Source: an optimization exercise on an open RTL-to-GDS flow (aim: small area, a short achievable clock period and few clock cycles). Production flows keep margins and buffers that such runs may drop. Function was checked by simulation only, so behaviour that the tests miss may differ from the original.

==> run a <==
Design robo_math, start of the top module:
module robo_math (
    input  wire        clk,
    input  wire        rst,           
    input  wire        cmd_valid,
    output wire        cmd_ready,
    input  wire [31:0] cmd_header,
    input  wire [31:0] cmd_arg0,
    input  wire [31:0] cmd_arg1,
    output wire        rsp_valid,
    input  wire        rsp_ready,
    output wire [7:0]  rsp_status,
    output wire [31:0] rsp_data0,
    output wire [31:0] rsp_data1
);
Settings: LEC_CHECK=0, CAP_MARGIN=20, CORE_MARGIN=2, CORE_UTILIZATION=40, PLACE_DENSITY=0.6, SETUP_SLACK_MARGIN=5, SLEW_MARGIN=20; clock period 11.0 ns.
run.sh (not shown) runs the stock make flow with config.mk's settings and CLKGATE_MAP_FILE= SYNTH_SCRIPT=/design/flow/synth_recipe.tcl, a recipe that flattens the netlist after the stock synthesis.
==> inputs of run b, as changes to run a <==
--- a/flow/design.v
+++ b/flow/design.v
@@ -39,20 +39,17 @@
     reg  [7:0]  exp_r;           
     reg  [1:0]  sh_r;            
     reg         first_r;         
     reg  [3:0]  cnt_r;
     reg  [1:0]  qf_r;            
-    wire [2:0]  f_d;             
-    wire [2:0]  fd_r = f_d;
-    reg         fsign_r;
+    wire [2:0]  fd_r;            
     wire out_free  = ~rsp_valid_r | rsp_ready;
     wire idle      = (state == S_IDLE);
     wire s0_simple = ~s0_flt & ~s0_div;
-    wire flt  = (state == S_FLT);
-    assign cmd_ready  = (~s0_v & (idle | flt | (state == S_RND))) |
-                        (s0_v & idle & (s0_flt | (s0_simple & out_free))) |
-                        (s0_v & flt & s0_flt & out_free);
+    assign cmd_ready  = (idle & (~s0_v | (s0_simple & out_free))) |
+                        ((state == S_FLT) & out_free) |
+                        (state == S_RND);
     assign rsp_valid  = rsp_valid_r;
     assign rsp_status = {2'b00, err_r, 3'b000, earg_r, err_r};
     assign rsp_data0  = data0_r;
     assign rsp_data1  = data1_r;
     wire fire = cmd_valid & cmd_ready;
@@ -68,41 +65,38 @@
     wire        w32      = (imm[7:0] == 8'd32);
     wire        w_ok     = w16 | w24 | w32;
     wire        arg0_nz  = (cmd_arg0 != 32'd0);
     wire        div_go   = is_div & ~imm_zero & arg0_nz & (cmd_arg1 != 32'd0);
     wire        flt_go   = is_flt & w_ok & arg0_nz;
-    wire [31:0] i_abs0   = cmd_arg0[31] ? (32'd0 - cmd_arg0) : cmd_arg0;
-    wire [31:0] i_abs1   = cmd_arg1[31] ? (32'd0 - cmd_arg1) : cmd_arg1;
     wire [31:0] c_a0 = rem_r[31:0];
     wire [31:0] c_a1 = den_r[31:0];
     wire [32:0] lr_sum  = {c_a0[31], c_a0} + {c_a1[31], c_a1};
     wire [32:0] lr_adj  = lr_sum + {32'd0, lr_sum[32] & lr_sum[0]};
     wire [31:0] mono    = lr_adj[32:1];
-    wire [31:0] nrm_in = c_a0;
+    wire [31:0] abs0    = c_a0[31] ? (32'd0 - c_a0) : c_a0;
+    wire [31:0] abs1    = c_a1[31] ? (32'd0 - c_a1) : c_a1;
+    wire [31:0] nrm_in = (idle & s0_div) ? c_a1 : (idle ? abs0 : c_a0);
     reg  [4:0]  nrm_lz;
     integer i;
     always @(*) begin
         nrm_lz = 5'd0;
         for (i = 0; i < 32; i = i + 1)
             if (nrm_in[i]) nrm_lz = 5'd31 - i[4:0];
     end
     wire [31:0] nrm_out = nrm_in << nrm_lz;
-    wire [31:0] gn = nrm_out;
+    wire [31:0] gn = rem_r[54:23];
     wire [17:0] g15_s1 = {1'b0, gn[31:15]} + {3'd0, gn[14:0]};
-    wire        g15_a  = &g15_s1[14:3];
+    wire [3:0]  g15_lo = {1'b0, g15_s1[2:0]} + {1'b0, g15_s1[17:15]};
+    wire        g15_c  = (&g15_s1[14:3]) & (g15_lo >= 4'd7);
+    wire [2:0]  g15_d  = g15_s1[17:15] + {2'd0, g15_c};
     wire [23:0] g23_t  = {15'd0, gn[31:23]} + {1'b0, gn[22:0]} + 24'd1;
     wire        g23_d  = g23_t[23];
     wire        g31_d  = &gn[30:1];
-    reg         fk15_r, fa15_r, fd1_r;
-    reg  [2:0]  fh2_r, fs1_r;
-    wire [3:0]  f15_lo = {1'b0, fs1_r} + {1'b0, fh2_r};
-    wire        f15_c  = fa15_r & (f15_lo >= 4'd7);
-    assign f_d = fk15_r ? (fh2_r + {2'd0, f15_c}) : {2'd0, fd1_r};
-    wire [31:0] fn  = nrm_out;
+    assign fd_r = (wsel_r == 2'd0) ? g15_d : (wsel_r == 2'd1) ? {2'd0, g23_d} : {2'd0, g31_d};
+    wire [31:0] fn  = rem_r[54:23];
     wire [16:0] f_h = (wsel_r == 2'd0) ? fn[31:15] : (wsel_r == 2'd1) ? {8'd0, fn[31:23]} : 17'd1;
-    wire [32:0] f_a0 = {1'b0, fn} + {16'd0, f_h};
-    wire [32:0] f_a = car_r[32:0];
+    wire [32:0] f_a = {1'b0, fn} + {16'd0, f_h};
     wire [23:0] f_u0 = f_a[32:9];
     wire [23:0] f_u1 = f_a[32:9] + 24'd1;
     wire [9:0]  f_ls = {1'b0, f_a[8:0]} + {7'd0, fd_r};             
     wire [9:0]  f_l0 = {1'b0, f_a[8:0]} + {7'd0, fd_r} + 10'd128;   
     wire [9:0]  f_l1 = {1'b0, f_a[8:0]} + {7'd0, fd_r} + 10'd256;   
@@ -111,21 +105,20 @@
     wire [23:0] f_r1_hi = f_l1[9] ? f_u1 : f_u0;                    
     wire        f_hi = f_s_hi[23];
     wire [22:0] f_frac = f_hi ? f_r1_hi[22:0] : {f_r0_hi[21:0], f_l0[8]};
     wire        f_inc  = f_hi | f_r0_hi[23];
     wire [7:0]  f_exp1 = exp_r + 8'd1;
-    wire [31:0] f_result = {fsign_r, f_inc ? f_exp1 : exp_r, f_frac};
-    wire [7:0]  f_exp0   = ((wsel_r == 2'd0) ? 8'd143 : (wsel_r == 2'd1) ? 8'd135 : 8'd127) - {3'd0, nrm_lz};
+    wire [31:0] f_result = {sign_r, f_inc ? f_exp1 : exp_r, f_frac};
     reg         sign_r;
     wire [33:0] mul_sum  = {2'b00, den_r[55:24]} +
                            {2'b00, data0_r[0] ? data1_r : 32'd0} +
                            {1'b0, data0_r[1] ? {data1_r, 1'b0} : 33'd0};
     wire [55:0] mul_p    = {mul_sum, den_r[23:2]};
     wire        mul_last = (data0_r[23:2] == 22'd0);
-    wire [55:0] mul_pn   = mul_p[55] ? mul_p : mul_p[54] ? {mul_p[54:0], 1'b0} : {mul_p[53:0], 2'b00};
     wire [1:0]  mul_sh   = mul_p[55] ? 2'd0 : mul_p[54] ? 2'd1 : 2'd2;
-    wire [58:0] dext = {3'b000, den_r};
+    wire [55:0] den_n = (sh_r == 2'd0) ? den_r : (sh_r == 2'd1) ? {den_r[54:0], 1'b0} : {den_r[53:0], 2'b00};
+    wire [58:0] dext = {3'b000, den_n};
     wire [58:0] dinv = ~dext;
     function [1:0] qsel;             
         input [3:0] e;
         qsel = {~e[3], e[3] & ~(&e)};
     endfunction
@@ -179,21 +172,28 @@
     wire [58:0] z1_x   = z1_s ^ z1_c;
     wire [58:0] z1_o   = {(z1_s[57:0] | z1_c[57:0]), 1'b0};
     wire        w_zero_d = (z1_x == z1_o);
     wire [NDIG-1:0] dq_p = data0_r[NDIG-1:0];
     wire [NDIG-1:0] dq_m = data1_r[NDIG-1:0];
-    wire [NDIG-1:0] dq  = w_neg ? dq_m : dq_p;
-    wire        d_hi    = dq[NDIG-1];
-    wire [23:0] d_mant  = d_hi ? dq[NDIG-1:NDIG-24] : dq[NDIG-2:NDIG-25];
-    wire        d_g     = d_hi ? dq[NDIG-25] : dq[NDIG-26];
-    wire        d_s     = (d_hi ? |dq[NDIG-26:0] : |dq[NDIG-27:0]) | ~(w_neg ? w_zero_d : w_zero);
-    wire [24:0] d_rnd   = {1'b0, d_mant} + {24'd0, d_g & (d_s | d_mant[0])};
+    wire        dp_hi   = dq_p[NDIG-1];
+    wire [23:0] dp_mant = dp_hi ? dq_p[NDIG-1:NDIG-24] : dq_p[NDIG-2:NDIG-25];
+    wire        dp_g    = dp_hi ? dq_p[NDIG-25] : dq_p[NDIG-26];
+    wire        dp_s    = (dp_hi ? |dq_p[NDIG-26:0] : |dq_p[NDIG-27:0]) | ~w_zero;
+    wire [24:0] dp_rnd  = {1'b0, dp_mant} + {24'd0, dp_g & (dp_s | dp_mant[0])};
+    wire        dm_hi   = dq_m[NDIG-1];
+    wire [23:0] dm_mant = dm_hi ? dq_m[NDIG-1:NDIG-24] : dq_m[NDIG-2:NDIG-25];
+    wire        dm_g    = dm_hi ? dq_m[NDIG-25] : dq_m[NDIG-26];
+    wire        dm_s    = (dm_hi ? |dq_m[NDIG-26:0] : |dq_m[NDIG-27:0]) | ~w_zero_d;
+    wire [24:0] dm_rnd  = {1'b0, dm_mant} + {24'd0, dm_g & (dm_s | dm_mant[0])};
     wire [7:0]  d_e0    = exp_r;
     wire [7:0]  d_e1    = exp_r + 8'd1;
     wire [7:0]  d_e2    = exp_r + 8'd2;
-    wire [1:0]  d_inc   = {1'b0, d_hi} + {1'b0, d_rnd[24]};
-    wire [31:0] d_result = {1'b0, d_inc[1] ? d_e2 : d_inc[0] ? d_e1 : d_e0, d_rnd[22:0]};
+    wire [1:0]  dp_inc  = {1'b0, dp_hi} + {1'b0, dp_rnd[24]};
+    wire [1:0]  dm_inc  = {1'b0, dm_hi} + {1'b0, dm_rnd[24]};
+    wire [31:0] dp_res  = {1'b0, dp_inc[1] ? d_e2 : dp_inc[0] ? d_e1 : d_e0, dp_rnd[22:0]};
+    wire [31:0] dm_res  = {1'b0, dm_inc[1] ? d_e2 : dm_inc[0] ? d_e1 : d_e0, dm_rnd[22:0]};
+    wire [31:0] d_result = w_neg ? dm_res : dp_res;
     always @(posedge clk) begin
         if (rst) begin
             state       <= S_IDLE;
             rsp_valid_r <= 1'b0;
             s0_v        <= 1'b0;
@@ -202,36 +202,29 @@
                 rsp_valid_r <= 1'b0;
             case (state)
                 S_IDLE: begin
                     if (s0_v) begin
                         if (s0_flt) begin
-                            car_r   <= {26'd0, f_a0};
-                            fk15_r  <= (wsel_r == 2'd0);
-                            fa15_r  <= g15_a;
-                            fh2_r   <= g15_s1[17:15];
-                            fs1_r   <= g15_s1[2:0];
-                            fd1_r   <= (wsel_r == 2'd1) ? g23_d : g31_d;
-                            fsign_r <= sign_r;
-                            exp_r   <= f_exp0;
-                            state   <= S_FLT;
-                            s0_v    <= 1'b0;
+                            rem_r  <= {4'd0, nrm_out, 23'd0};
+                            exp_r  <= ((wsel_r == 2'd0) ? 8'd143 : (wsel_r == 2'd1) ? 8'd135 : 8'd127) - {3'd0, nrm_lz};
+                            state  <= S_FLT;
+                            s0_v   <= 1'b0;
                         end else if (s0_div) begin
                             if (out_free) begin
                                 data0_r <= {8'd0, den_r[55:32]};
                                 data1_r <= nrm_out;
-                                rem_r   <= {27'd0, c_a1};
                                 exp_r   <= 8'd126 + {3'd0, nrm_lz};
                                 den_r   <= 56'd0;
                                 first_r <= 1'b1;
                                 state   <= S_MUL;
                                 s0_v    <= 1'b0;
                             end
                         end else if (out_free) begin
                             err_r       <= s0_err;
                             earg_r      <= s0_earg;
-                            data0_r     <= s0_mono ? mono : c_a0;
-                            data1_r     <= c_a1;
+                            data0_r     <= s0_mono ? mono : abs0;
+                            data1_r     <= abs1;
                             rsp_valid_r <= 1'b1;
                             s0_v        <= 1'b0;
                         end
                     end
                 end
@@ -239,23 +232,11 @@
                     if (out_free) begin
                         err_r       <= 1'b0;
                         earg_r      <= 1'b0;
                         data0_r     <= f_result;
                         rsp_valid_r <= 1'b1;
-                        if (s0_v & s0_flt) begin
-                            car_r   <= {26'd0, f_a0};
-                            fk15_r  <= (wsel_r == 2'd0);
-                            fa15_r  <= g15_a;
-                            fh2_r   <= g15_s1[17:15];
-                            fs1_r   <= g15_s1[2:0];
-                            fd1_r   <= (wsel_r == 2'd1) ? g23_d : g31_d;
-                            fsign_r <= sign_r;
-                            exp_r   <= f_exp0;
-                            s0_v    <= 1'b0;
-                        end else begin
-                            state   <= S_IDLE;
-                        end
+                        state       <= S_IDLE;
                     end
                 end
                 S_MUL: begin
                     den_r   <= mul_p;
                     data0_r <= {2'b00, data0_r[31:2]};
@@ -263,11 +244,10 @@
                     if (first_r)
                         rem_r <= {4'd0, nrm_out, 23'd0};
                     exp_r <= exp_r - 8'd2 - (first_r ? {3'd0, nrm_lz} : 8'd0);
                     if (mul_last) begin
                         sh_r    <= mul_sh;
-                        den_r   <= mul_pn;
                         car_r   <= 59'd0;
                         qf_r    <= 2'b10;    
                         data0_r <= 32'd0;
                         data1_r <= 32'hFFFFFFFF;
                         cnt_r   <= DCYC - 1;
@@ -302,11 +282,11 @@
                 s0_div  <= div_go;
                 s0_err  <= ~(is_div | is_mono | is_peak | (is_flt & w_ok));
                 s0_earg <= is_flt & ~w_ok;
                 wsel_r  <= {w32, w24};
                 sign_r  <= cmd_arg0[31];
-                rem_r   <= {27'd0, (is_flt | is_peak) ? i_abs0 : is_div ? cmd_arg1 : cmd_arg0};
-                den_r   <= {imm, is_peak ? i_abs1 : is_div ? cmd_arg0 : cmd_arg1};
+                rem_r   <= {27'd0, cmd_arg0};
+                den_r   <= {imm, cmd_arg1};
             end
         end
     end
 endmodule
- SETUP_SLACK_MARGIN: 5 -> 3
==> comparison table <==
metric	run b	run a
Slowest stage delay, CP	0.56 ns	0.49 ns
Worst EP arrival	8.42 ns	6.42 ns
Global-route met1 utilization	49.0%	52.9%
Total half-perimeter wirelength after legalization and detailed placement	163000 um	174000 um
Adder and majority gate portion of the synthesized area	23.0%	23.3%
Share of layout cells above drive strength 1	7.45%	14.2%
Clock latency reported for the late side of the worst-skew pair	0.66 ns	0.61 ns
TritonCTS Buffers	41	39
Total of flip-flops plus latches after synthesis	269	280
Outcome	timing/DRC/antenna clean	timing/DRC/antenna clean
Fmax	125 MHz	165 MHz
Most frequent cell after synthesis	sky130_fd_sc_hd__a21oi_1	sky130_fd_sc_hd__inv_1
Portion of synthesized cell area occupied by the leading cell type	18.1%	19.1%
Area after DPL	0.0470 sq mm	0.0469 sq mm
Worst Clk Skew	0.0282 ns	0.0422 ns
Initial DRC count	5977	6706
Testbench counts of run a, summed over its fixed seeds: cycles 19,396.
Testbench counts of run b, summed over its fixed seeds: cycles 19,974.

port drivers added, routing unchanged:
The results above use ideal ports. As a check the final layouts listed here were re-extracted and re-timed, cells and wires unchanged. Step 1 assumes that a clkbuf_16 drives the clock port and a buf_2 every other input. Step 2 times the ports against the registers' clock, not the clock port: input delays grow and output delays shrink by t, the midpoint of the rising clock arrivals with the driver on. Three values: ideal ports, drivers, drivers and shift; two values: the first two.
| run | shift t [ns] | setup WS [ns] | slew at the worst register clock pin (ns) | pins driven straight from the clock port |
|---|---|---|---|---|
| run a | 0.667 | 4.928 / 4.928 / 4.339 | 0.06 / 0.06 | 1 |
| run b | 0.714 | 2.991 / 2.991 / 2.991 | 0.07 / 0.07 | 1 |
After both steps every run listed still meets setup and hold. For run a, which loses most, drivers alone change the setup slack by 0.000 ns; drivers and shift together by -0.589 ns.
